Context: an optimization exercise on an open-source flow, tuned for small area, a short achievable clock period and few clock cycles. The choices shown serve that exercise and are no tape-out recipe. Where RTL was checked, it was by simulation tests only, not by an equivalence proof against the original.

==> indigo <==
## als_core
module als_core (
    input  wire        clk,
    input  wire        rst,           
    input  wire        cmd_valid,
    input  wire [31:0] cmd_cw,
    input  wire [31:0] cmd_opd,
    output reg         busy,
    output reg         rsp_valid,
    output reg  [2:0]  rsp_status,
    output wire [31:0] rsp_result
);
clock: 10.0 ns
lec_check: 0
abc_area: 1
cap_margin: 20
cell_pad_in_sites_detail_placement: 0
cell_pad_in_sites_global_placement: 0
core_margin: 2
core_utilization: 40
setup_slack_margin: 4.25
slew_margin: 20
standard.sh (not shown) runs the stock make flow with config.mk's settings and CLKGATE_MAP_FILE= SYNTH_SCRIPT=/design/flow/synth_recipe.tcl, a recipe that flattens the netlist after the stock synthesis.
==> flow/flow/run.sh <==
#!/bin/bash
# The standard layout (standard.sh, unchanged) with two settings:
# - SYNTH_ARGS=-noabc: Yosys's synth command skips its quick ABC pass, so
#   the full adders are extracted from the RTL's own carry-save trees (the
#   final ABC mapping with the flow's script still runs). Registers and
#   their names are those of the standard synthesis.
# - the port buffers are buf_4 cells instead of the default
#   clkdlybuf4s50_1 delay cells; every port is still buffered.
set -euo pipefail
export SYNTH_ARGS=-noabc
export BUFFER_PORTS_ARGS="-buffer_cell sky130_fd_sc_hd__buf_4"
bash standard.sh > standard_make.log 2>&1
==> inputs of pepper, as changes to indigo <==
--- a/flow/design.v
+++ b/flow/design.v
@@ -1029,29 +1029,27 @@
     reg         res_shift;
     reg         res_b16;
     reg  [3:0]  res_sh;
     reg         res_acc;     
     reg  signed [42:0] acc;
-    reg  [1:0]         pstep;
     wire [24:0] res_shifted = res_val >> res_sh;
     assign rsp_result = res_acc   ? {5'd0, acc[40:14]} :
                         res_shift ? {15'd0, res_shifted[16] & res_b16, res_shifted[15:0]} :
                                     {16'd0, res_val[15:0]};
+    reg  [1:0]         pstep;
+    reg  [16:0] lux_l;
+    wire [19:0] lbe = {2'b00, lux_l, 1'b0};
     reg  [8:0]  bone;
     reg  [8:0]  btwo;
     reg  [7:0]  bneg;
-    wire [19:0] lbe = {2'b00, lval, 1'b0};
-    reg  [8:0]  bone_n;
-    reg  [8:0]  btwo_n;
-    reg  [7:0]  bneg_n;
     integer i;
     always @(*) begin
         for (i = 0; i < 9; i = i + 1) begin
-            bone_n[i] = lbe[2*i+1] ^ lbe[2*i];
-            btwo_n[i] = (lbe[2*i+2] & ~lbe[2*i+1] & ~lbe[2*i]) |
-                        (~lbe[2*i+2] & lbe[2*i+1] & lbe[2*i]);
-            if (i < 8) bneg_n[i] = lbe[2*i+2] & ~(lbe[2*i+1] & lbe[2*i]);
+            bone[i] = lbe[2*i+1] ^ lbe[2*i];
+            btwo[i] = (lbe[2*i+2] & ~lbe[2*i+1] & ~lbe[2*i]) |
+                      (~lbe[2*i+2] & lbe[2*i+1] & lbe[2*i]);
+            if (i < 8) bneg[i] = lbe[2*i+2] & ~(lbe[2*i+1] & lbe[2*i]);
         end
     end
     wire [43:0] acc_x = {acc[42], acc};
     wire [43:0] acc_2 = {acc, 1'b0};
     wire [43:0] pq0 = ({44{bone[0]}} & acc_x | {44{btwo[0]}} & acc_2) ^ {44{bneg[0]}};
@@ -2774,13 +2772,11 @@
             res_val    <= 25'd0;
             res_shift  <= 1'b0;
             res_b16    <= 1'b0;
             res_sh     <= 4'd0;
             res_acc    <= 1'b0;
-            bone       <= 9'd0;
-            btwo       <= 9'd0;
-            bneg       <= 8'd0;
+            lux_l      <= 17'd0;
             acc        <= 43'sd0;
             pstep      <= 2'd0;
         end else if (busy) begin
             pstep <= pstep + 2'd1;
             acc   <= acc_next;
@@ -2788,13 +2784,11 @@
                 busy      <= 1'b0;
                 rsp_valid <= 1'b1;
                 res_acc   <= 1'b1;
             end
         end else begin
-            bone  <= bone_n;
-            btwo  <= btwo_n;
-            bneg  <= bneg_n;
+            lux_l <= lval;
             pstep <= 2'd0;
             if (cmd_valid) begin
                 acc        <= D4;
                 busy       <= need_poly;
                 rsp_valid  <= ~need_poly;
==> flow/run.sh (new file) <==
#!/bin/bash
# synth_recipe.tcl (not shown) runs the flow's synth.tcl, then flattens the netlist and writes it again
# the make line also repeats each setting of config.mk as NAME=value (left out here)
make -C /OpenROAD-flow-scripts/flow DESIGN_CONFIG=/design/flow/config.mk WORK_HOME=/design/flow/orfs CLKGATE_MAP_FILE= SYNTH_SCRIPT=/design/flow/synth_recipe.tcl finish
CELL_PAD_IN_SITES_DETAIL_PLACEMENT = default   (was 0)
CELL_PAD_IN_SITES_GLOBAL_PLACEMENT = default   (was 0)
SETUP_SLACK_MARGIN = 4.0   (was 4.25)
removed: flow/flow/run.sh
removed: flow/standard.sh
==> inputs of zinc, as changes to indigo <==
CELL_PAD_IN_SITES_DETAIL_PLACEMENT = default   (was 0)
CELL_PAD_IN_SITES_GLOBAL_PLACEMENT = default   (was 0)
SETUP_SLACK_MARGIN = 4.0   (was 4.25)
==> comparison table <==
Area taken by flip-flops and latches: zinc 2190 µm²; indigo 2200 µm²; pepper 1990 µm²
Transition time at the pin with the least slew margin: zinc 1.14 ns; indigo 1.03 ns; pepper 1.01 ns
Cell area after technology mapping: zinc 31700 µm²; indigo 31700 µm²; pepper 32700 µm²
Layout multi-input combinational cell count: zinc 3473; indigo 3473; pepper 3614
Critical path buffer and inverter count: zinc 3; indigo 4; pepper 6
Die Wd: zinc 286 µm; indigo 286 µm; pepper 290 µm
Critical Path Fanout Max: zinc 23; indigo 8; pepper 17
Run status: zinc no timing/DRC/antenna violations; indigo no timing/DRC/antenna violations; pepper no timing/DRC/antenna violations
Area taken by multi-input logic gates: zinc 26500 µm²; indigo 27100 µm²; pepper 27300 µm²
Share of layout cells above drive strength 1: zinc 8.70%; indigo 12.1%; pepper 9.57%
Largest net degree at the start of global routing: zinc 55; indigo 51; pepper 50
Hold Crit Start: zinc btwo[5]; indigo acc[10]; pepper acc[3]
Number of stages on the worst setup path: zinc 18; indigo 20; pepper 24
Signal buf overhead: zinc 5.01%; indigo 5.81%; pepper 6.45%
Area enclosed by the die boundary: zinc 81600 µm²; indigo 81600 µm²; pepper 84000 µm²
Share of the core filled with cells in the final layout: zinc 44.1%; indigo 45.4%; pepper 46.0%
Filler Cell Count: zinc 8179; indigo 8125; pepper 8525
Fraction of the mapped netlist area in simple logic gates: zinc 20.6%; indigo 20.6%; pepper 22.5%
Dominant cell type by count on the critical path: zinc fa_1; indigo nand2_1; pepper fa_1
Testbench counts of indigo, summed over its fixed seeds: cycles 8,288.
Testbench counts of zinc, summed over its fixed seeds: cycles 8,288.
No functional check of the RTL was part of pepper.

========
==> inputs of quartz <==
Starting RTL as in the previous note.
## als_core
module als_core (
    input  wire        clk,
    input  wire        rst,           
    input  wire        cmd_valid,
    input  wire [31:0] cmd_cw,
    input  wire [31:0] cmd_opd,
    output reg         busy,
    output reg         rsp_valid,
    output reg  [2:0]  rsp_status,
    output wire [31:0] rsp_result
);
clock: 10.0 ns
lec_check: 0
abc_area: 1
cap_margin: 20
core_margin: 2
core_utilization: 40
setup_slack_margin: 4.5
slew_margin: 20
==> flow/flow/run.sh <==
#!/bin/bash
# The standard layout, with the port buffers made of buf_4 cells instead
# of the default clkdlybuf4s50_1 delay cells. Everything else (synthesis,
# floorplan, power grid, placement, CTS, routing) is standard.sh unchanged.
set -euo pipefail
export BUFFER_PORTS_ARGS="-buffer_cell sky130_fd_sc_hd__buf_4"
bash standard.sh > standard_make.log 2>&1
==> nickel (differences from quartz) <==
==> flow/run.sh (new file) <==
#!/bin/bash
# synth_recipe.tcl (not shown) runs the flow's synth.tcl, then flattens the netlist and writes it again
# the make line also repeats each setting of config.mk as NAME=value (left out here)
make -C /OpenROAD-flow-scripts/flow DESIGN_CONFIG=/design/flow/config.mk WORK_HOME=/design/flow/orfs CLKGATE_MAP_FILE= SYNTH_SCRIPT=/design/flow/synth_recipe.tcl finish
removed: flow/flow/run.sh
removed: flow/standard.sh
==> sierra (differences from quartz) <==
==> flow/run.sh (new file) <==
#!/bin/bash
# synth_recipe.tcl (not shown) runs the flow's synth.tcl, then flattens the netlist and writes it again
# the make line also repeats each setting of config.mk as NAME=value (left out here)
make -C /OpenROAD-flow-scripts/flow DESIGN_CONFIG=/design/flow/config.mk WORK_HOME=/design/flow/orfs CLKGATE_MAP_FILE= SYNTH_SCRIPT=/design/flow/synth_recipe.tcl finish
SETUP_SLACK_MARGIN = 4.0   (was 4.5)
removed: flow/flow/run.sh
removed: flow/standard.sh
==> flow_summary_export.csv <==
group,metric,value,unit
worst_setup_path,r2r_end,"acc[39]",
clock_tree,cts.clk_slew.worst_paths,0.09,ns
finish,bufAreaShareNonClock,0.0723,
global_route,grtUsageMet1,0.400,
worst_setup_path,worstPathRequired,10.35,ns
global_route,grt_use_met3,0.0510,
detailed_routing,wl_met3,11100,um
global_route,met2_usage,0.522,
timing,fin_crit,5.64,ns
worst_setup_path,slowest_delay,0.53,ns
finish,clock_tree_area_fraction,0.00813,
run_status,status,"no timing/DRC/antenna violations",
The numbers above come from quartz.

==> flow_summary_export.csv <==
group,metric,value,unit
run_status,status,"no timing/DRC/antenna violations",
global_route,grt_use_met3,0.0497,
timing,fin_crit,5.58,ns
worst_setup_path,worstPathRequired,10.27,ns
finish,clock_tree_area_fraction,0.00700,
clock_tree,cts.clk_slew.worst_paths,0.08,ns
global_route,grtUsageMet1,0.407,
worst_setup_path,slowest_delay,0.55,ns
finish,bufAreaShareNonClock,0.112,
The numbers above come from nickel.

==> flow_summary_export.csv <==
group,metric,value,unit
global_route,met2_usage,0.496,
finish,bufAreaShareNonClock,0.0723,
global_route,grt_use_met3,0.0483,
finish,clock_tree_area_fraction,0.00733,
worst_setup_path,worstPathRequired,10.30,ns
detailed_routing,wl_met3,11000,um
clock_tree,cts.clk_slew.worst_paths,0.08,ns
global_route,grtUsageMet1,0.405,
worst_setup_path,r2r_end,"acc[39]",
timing,fin_crit,5.83,ns
clock_tree,cts_tree,"yes",
floorplanning,chipWidth,290,um
run_status,status,"no timing/DRC/antenna violations",
The numbers above come from sierra.

Testbench counts of quartz, summed over its fixed seeds: cycles 8,288.
Testbench counts of nickel, summed over its fixed seeds: cycles 8,288.
Testbench counts of sierra, summed over its fixed seeds: cycles 8,288.

==> static timing again, ports no longer ideal <==
How much do the figures lean on ideal ports? The routed layouts below were timed once more, with nothing changed but the port constraints.
Step 1 assumes that a clkbuf_16 drives the clock port and a buf_2 every other input.
Step 2 moves the port delays by t, midway between the first and last clock arrival at a register: inputs arrive t later, outputs are due t later. That takes back most of the time a late clock gives input paths.
Three values: no drivers, after step 1, after step 2; two values: the first two.
run	shift t [ns]	setup slack, ns	worst setup path after step 2	clock arrival spread, ns
indigo	0.465	4.389 / 4.363 / 3.898	input to register	0.020 / 0.020
pepper	0.478	4.097 / 4.097 / 3.720	input to register	0.026 / 0.026
zinc	0.463	4.170 / 4.050 / 3.587	input to register	0.018 / 0.018
quartz	0.470	4.356 / 4.314 / 3.844	input to register	0.024 / 0.025
nickel	0.457	4.418 / 4.433 / 3.976	input to register	0.027 / 0.027
sierra	0.470	4.175 / 4.199 / 3.745	input to register	0.038 / 0.037
After both steps setup and hold are still met in every run listed. For zinc, which loses most, drivers alone change the setup slack by -0.120 ns; drivers and shift together by -0.583 ns.
